Source: an optimization exercise on an open RTL-to-GDS flow (aim: small area and a short achievable clock period). Production flows keep margins and buffers that such runs may drop.
Only simulation tests tie the RTL to the original design; equivalence was not proved.
Power and IR drop assume default switching activity.

// ahrs_rx
module ahrs_rx (
    input  wire        clk,
    input  wire        rst,
    input  wire        p_valid,
    input  wire [31:0] p_cmd,
    output reg         p_resp_valid,
    output reg         p_resp_err,
    output wire [31:0] p_resp_val,
    input  wire        c_valid,
    input  wire [31:0] c_cmd,
    output reg         c_resp_valid,
    output reg         c_resp_err,
    output reg  [31:0] c_resp_val
);
    localparam [7:0] OPC_CRC_UPDATE   = 8'h01,
                     OPC_FEED         = 8'h10,
                     OPC_PARSER_RESET = 8'h11,
                     OPC_OFFER        = 8'h20,
                     OPC_UPDATE       = 8'h21,
                     OPC_GET_PITCH    = 8'h30,
                     OPC_GET_YAW      = 8'h31,
                     OPC_GET_ROLL     = 8'h32,
                     OPC_GET_STATUS   = 8'h33;
    wire [7:0]  p_opc   = p_cmd[31:24];
    wire [15:0] p_arg16 = p_cmd[23:8];
    wire [7:0]  p_arg8  = p_cmd[7:0];
    wire [7:0]  c_opc   = c_cmd[31:24];
    wire [15:0] c_arg16 = c_cmd[23:8];
    wire [7:0]  c_arg8  = c_cmd[7:0];
    wire p_crc    = p_valid && p_opc == OPC_CRC_UPDATE;
    wire p_feed   = p_valid && p_opc == OPC_FEED         && p_arg16 == 16'h0;
    wire p_preset = p_valid && p_opc == OPC_PARSER_RESET && p_arg16 == 16'h0 && p_arg8 == 8'h0;
    wire p_offer  = p_valid && p_opc == OPC_OFFER        && p_arg16 == 16'h0 && p_arg8 == 8'h0;
    wire p_legal  = p_crc || p_feed || p_preset || p_offer;
    wire c_noarg  = c_arg16 == 16'h0 && c_arg8 == 8'h0;
    wire c_crc    = c_valid && c_opc == OPC_CRC_UPDATE;
    wire c_update = c_valid && c_opc == OPC_UPDATE     && c_noarg;
    wire c_gp     = c_valid && c_opc == OPC_GET_PITCH  && c_noarg;
    wire c_gy     = c_valid && c_opc == OPC_GET_YAW    && c_noarg;
  ...
clock: 6.5 ns
lec_check: 0
cap_margin: 20
core_margin: 2
core_utilization: 60
cts_cluster_diameter: 60
cts_cluster_size: 25
place_density: 0.7
setup_slack_margin: 4.0
slew_margin: 20
standard.sh (not shown) runs the stock make flow with config.mk's settings and CLKGATE_MAP_FILE= SYNTH_SCRIPT=/design/flow/synth_recipe.tcl, a recipe that flattens the netlist after the stock synthesis.
==> flow/flow/run.sh <==
#!/bin/bash
# The standard layout, with two changes to the cells it may pick:
# - the port buffers are the plain buffer sky130_fd_sc_hd__buf_2 instead of
#   the cell buffer_ports picks by itself;
# - the slow wide gates (or3, or4, nor4, and4 and their inverted-input forms) are
#   added to the platform's don't-use list, so synthesis and repair build
#   those functions from NAND/NOR gates instead.
set -euo pipefail
export BUFFER_PORTS_ARGS="-buffer_cell sky130_fd_sc_hd__buf_2"
# the platform's own don't-use list (platforms/sky130hd/config.mk)
dont_use="sky130_fd_sc_hd__probe_p_8 sky130_fd_sc_hd__probec_p_8 sky130_fd_sc_hd__lpflow_bleeder_1"
for s in 1 16 2 4 8; do
  dont_use="$dont_use sky130_fd_sc_hd__lpflow_clkbufkapwr_$s sky130_fd_sc_hd__lpflow_clkinvkapwr_$s"
done
for s in 12 3 4 6 8; do dont_use="$dont_use sky130_fd_sc_hd__lpflow_decapkapwr_$s"; done
dont_use="$dont_use sky130_fd_sc_hd__lpflow_inputiso0n_1 sky130_fd_sc_hd__lpflow_inputiso0p_1"
dont_use="$dont_use sky130_fd_sc_hd__lpflow_inputiso1n_1 sky130_fd_sc_hd__lpflow_inputiso1p_1"
dont_use="$dont_use sky130_fd_sc_hd__lpflow_inputisolatch_1"
for s in 1 16 2 4 8; do dont_use="$dont_use sky130_fd_sc_hd__lpflow_isobufsrc_$s"; done
dont_use="$dont_use sky130_fd_sc_hd__lpflow_isobufsrckapwr_16"
for s in 1 2 4; do
  dont_use="$dont_use sky130_fd_sc_hd__lpflow_lsbuf_lh_hl_isowell_tap_$s sky130_fd_sc_hd__lpflow_lsbuf_lh_isowell_tap_$s"
done
dont_use="$dont_use sky130_fd_sc_hd__lpflow_lsbuf_lh_isowell_4"
# added here
for c in or3 or3b or4 or4b or4bb nor4 nor4b nor4bb and4 and4b and4bb; do
  for s in 1 2 4; do dont_use="$dont_use sky130_fd_sc_hd__${c}_${s}"; done
done
bash standard.sh "DONT_USE_CELLS=$dont_use" finish > standard.log 2>&1
The baseline finished with timing, DRC and antenna clean.
Edit:
--- a/flow/config.mk
+++ b/flow/config.mk
@@ -11,3 +11,3 @@
-export CTS_CLUSTER_DIAMETER = 60
-export CTS_CLUSTER_SIZE = 25
-export PLACE_DENSITY = 0.7
+export CTS_CLUSTER_DIAMETER = 80
+export CTS_CLUSTER_SIZE = 30
+export PLACE_DENSITY = 0.6
Final cell count came out lower slightly. Count of clock-buffer cells in the layout went down by 5. Setup slack gains 0.040 ns. Cell area fell by a few percent. Global-route usage goes up by 0.54 points.
Edit:
--- a/flow/flow/run.sh
+++ b/flow/flow/run.sh
@@ -5 +5,2 @@
-# - the slow wide gates (or3, or4, nor4, and4 and their inverted-input forms) are
+# - the slow wide gates (or3, or4, nor4, and4, nand4, a311oi, a2111oi,
+#   o2111ai, a41oi, o41ai and their inverted-input forms) are
@@ -26 +27 @@
-for c in or3 or3b or4 or4b or4bb nor4 nor4b nor4bb and4 and4b and4bb; do
+for c in or3 or3b or4 or4b or4bb nor4 nor4b nor4bb and4 and4b and4bb nand4 nand4b nand4bb a311oi a2111oi o2111ai a41oi o41ai; do
@@ -28,0 +30 @@
+dont_use="$dont_use sky130_fd_sc_hd__a2111oi_0"
--- a/flow/config.mk
+++ b/flow/config.mk
@@ -13,2 +13,2 @@
-export PLACE_DENSITY = 0.6
-export SETUP_SLACK_MARGIN = 4.0
+export PLACE_DENSITY = 0.7
+export SETUP_SLACK_MARGIN = 3.9
Count of clock-buffer cells in the layout falls by 1.
Power fell by 0.33%.
Routed wire length fell by 1.8%.
Final cell count is about the same.

---

Starting RTL as in the previous note.
Settings: LEC_CHECK=0, CAP_MARGIN=20, CORE_MARGIN=2, CORE_UTILIZATION=60, CTS_CLUSTER_DIAMETER=80, CTS_CLUSTER_SIZE=30, PLACE_DENSITY=0.7, SETUP_SLACK_MARGIN=4.0, SLEW_MARGIN=20; clock period 6.5 ns.
==> flow/flow/run.sh <==
#!/bin/bash
# The standard layout, with two changes to the cells it may pick:
# - the port buffers are the plain buffer sky130_fd_sc_hd__buf_2 instead of
#   the cell buffer_ports picks by itself;
# - the slow wide gates (or3, or4, nor4, and4, nand4 and their inverted-input forms) are
#   added to the platform's don't-use list, so synthesis and repair build
#   those functions from NAND/NOR gates instead.
set -euo pipefail
export BUFFER_PORTS_ARGS="-buffer_cell sky130_fd_sc_hd__buf_2"
# the platform's own don't-use list (platforms/sky130hd/config.mk)
dont_use="sky130_fd_sc_hd__probe_p_8 sky130_fd_sc_hd__probec_p_8 sky130_fd_sc_hd__lpflow_bleeder_1"
for s in 1 16 2 4 8; do
  dont_use="$dont_use sky130_fd_sc_hd__lpflow_clkbufkapwr_$s sky130_fd_sc_hd__lpflow_clkinvkapwr_$s"
done
for s in 12 3 4 6 8; do dont_use="$dont_use sky130_fd_sc_hd__lpflow_decapkapwr_$s"; done
dont_use="$dont_use sky130_fd_sc_hd__lpflow_inputiso0n_1 sky130_fd_sc_hd__lpflow_inputiso0p_1"
dont_use="$dont_use sky130_fd_sc_hd__lpflow_inputiso1n_1 sky130_fd_sc_hd__lpflow_inputiso1p_1"
dont_use="$dont_use sky130_fd_sc_hd__lpflow_inputisolatch_1"
for s in 1 16 2 4 8; do dont_use="$dont_use sky130_fd_sc_hd__lpflow_isobufsrc_$s"; done
dont_use="$dont_use sky130_fd_sc_hd__lpflow_isobufsrckapwr_16"
for s in 1 2 4; do
  dont_use="$dont_use sky130_fd_sc_hd__lpflow_lsbuf_lh_hl_isowell_tap_$s sky130_fd_sc_hd__lpflow_lsbuf_lh_isowell_tap_$s"
done
dont_use="$dont_use sky130_fd_sc_hd__lpflow_lsbuf_lh_isowell_4"
# added here
for c in or3 or3b or4 or4b or4bb nor4 nor4b nor4bb and4 and4b and4bb nand4 nand4b nand4bb; do
  for s in 1 2 4; do dont_use="$dont_use sky130_fd_sc_hd__${c}_${s}"; done
done
bash standard.sh "DONT_USE_CELLS=$dont_use" finish > standard.log 2>&1
Next try:
--- a/flow/flow/run.sh
+++ b/flow/flow/run.sh
@@ -5 +5 @@
-# - the slow wide gates (or3, or4, nor4, and4, nand4 and their inverted-input forms) are
+# - the slow wide gates (or3, or4, nor4, and4 and their inverted-input forms) are
@@ -26 +26 @@
-for c in or3 or3b or4 or4b or4bb nor4 nor4b nor4bb and4 and4b and4bb nand4 nand4b nand4bb; do
+for c in or3 or3b or4 or4b or4bb nor4 nor4b nor4bb and4 and4b and4bb; do
CORE_UTILIZATION = 70   (was 60)
PLACE_DENSITY = 0.75   (was 0.7)
SETUP_SLACK_MARGIN = 3.9   (was 4.0)
After rerunning:
- setup slack is better by 200 ps
- global-route usage grows by 3.8 points
- clock-buffer cell count came out higher by 1
Next try:
==> flow/flow/run.sh (replaced) <==
#!/bin/bash
# The standard layout, with the port buffers made from the plain buffer
# (sky130_fd_sc_hd__buf_2) instead of the cell buffer_ports picks by itself.
set -euo pipefail
export BUFFER_PORTS_ARGS="-buffer_cell sky130_fd_sc_hd__buf_2"
bash standard.sh finish > standard.log 2>&1
CORE_UTILIZATION = 60   (was 70)
PLACE_DENSITY = 0.7   (was 0.75)
Wire length came out higher by about 2.5%.
Fmax came out lower by about 5%.
Via count came out lower by 1.4%.
Worst setup slack is worse by 130 ps.
Clock-buffer cell count is unchanged.
Utilization came out lower by 10 points.
Total power stays flat.
Sequential cell count is unchanged.
Cell area came out higher by 2.4%.
Sequential share of layout area came out lower by 1.5 points.
Non-clock buffer count came out higher by 17.
Next try:
==> flow/flow/run.sh (replaced) <==
#!/bin/bash
# The standard layout, with two changes to the cells it may pick:
# - the port buffers are the plain buffer sky130_fd_sc_hd__buf_2 instead of
#   the cell buffer_ports picks by itself;
# - the slow wide gates (or3, or4, nor4, and4 and their inverted-input forms) are
#   added to the platform's don't-use list, so synthesis and repair build
#   those functions from NAND/NOR gates instead.
set -euo pipefail
export BUFFER_PORTS_ARGS="-buffer_cell sky130_fd_sc_hd__buf_2"
# the platform's own don't-use list (platforms/sky130hd/config.mk)
dont_use="sky130_fd_sc_hd__probe_p_8 sky130_fd_sc_hd__probec_p_8 sky130_fd_sc_hd__lpflow_bleeder_1"
for s in 1 16 2 4 8; do
  dont_use="$dont_use sky130_fd_sc_hd__lpflow_clkbufkapwr_$s sky130_fd_sc_hd__lpflow_clkinvkapwr_$s"
done
for s in 12 3 4 6 8; do dont_use="$dont_use sky130_fd_sc_hd__lpflow_decapkapwr_$s"; done
dont_use="$dont_use sky130_fd_sc_hd__lpflow_inputiso0n_1 sky130_fd_sc_hd__lpflow_inputiso0p_1"
dont_use="$dont_use sky130_fd_sc_hd__lpflow_inputiso1n_1 sky130_fd_sc_hd__lpflow_inputiso1p_1"
dont_use="$dont_use sky130_fd_sc_hd__lpflow_inputisolatch_1"
for s in 1 16 2 4 8; do dont_use="$dont_use sky130_fd_sc_hd__lpflow_isobufsrc_$s"; done
dont_use="$dont_use sky130_fd_sc_hd__lpflow_isobufsrckapwr_16"
for s in 1 2 4; do
  dont_use="$dont_use sky130_fd_sc_hd__lpflow_lsbuf_lh_hl_isowell_tap_$s sky130_fd_sc_hd__lpflow_lsbuf_lh_isowell_tap_$s"
done
dont_use="$dont_use sky130_fd_sc_hd__lpflow_lsbuf_lh_isowell_4"
# added here
for c in or3 or3b or4 or4b or4bb nor4 nor4b nor4bb and4 and4b and4bb; do
  for s in 1 2 4; do dont_use="$dont_use sky130_fd_sc_hd__${c}_${s}"; done
done
bash standard.sh "DONT_USE_CELLS=$dont_use" finish > standard.log 2>&1
SETUP_SLACK_MARGIN = 4.0   (was 3.9)
After rerunning: Via count is about the same; synthesized area came out higher by 0.30%; setup slack is better by 170 ps; design area drops by 1.6%; die area hardly moves; critical path depth climbs by 3; synthesized cell count climbs by 3.6%; sequential share of layout area goes up by 1.0 points; wire length came out lower by 2.3%; power came out higher by 0.35%; cell count rises by 1.7%.

==> re-timing with driven ports <==
The flow's constraints put no driver on any port. The routed layouts listed below were extracted and timed again, unchanged, in two steps.
Step 1 sets driving cells, clkbuf_16 on the clock port and buf_2 on the other inputs (assumed; they add their load-dependent delay and slew).
Step 2 moves the port delays by t, midway between the first and last clock arrival at a register: inputs arrive t later, outputs are due t later. That takes back most of the time a late clock gives input paths.
a / b / c = ideal / step 1 / step 2; a / b = the first two.
| run | t (ns) | setup slack, ns | clock arrival spread, ns |
|---|---|---|---|
| the first run of note 1 | 0.617 | 4.020 / 4.041 / 3.432 | 0.020 / 0.020 |
| the second run of note 1 | 0.585 | 4.060 / 4.061 / 3.476 | 0.024 / 0.024 |
| the third run of note 1 | 0.592 | 3.852 / 3.869 / 3.277 | 0.025 / 0.024 |
| the first run of note 2 | 0.581 | 3.824 / 3.840 / 3.259 | 0.037 / 0.037 |
| the second run of note 2 | 0.579 | 4.022 / 4.020 / 3.469 | 0.026 / 0.027 |
| the third run of note 2 | 0.591 | 3.889 / 3.908 / 3.317 | 0.019 / 0.020 |
| the fourth run of note 2 | 0.587 | 4.054 / 4.042 / 3.497 | 0.015 / 0.016 |
After both steps every run listed still meets setup and hold. The setup slack of the first run of note 1, which loses most, moves by +0.021 ns with the drivers and by -0.588 ns with both steps.
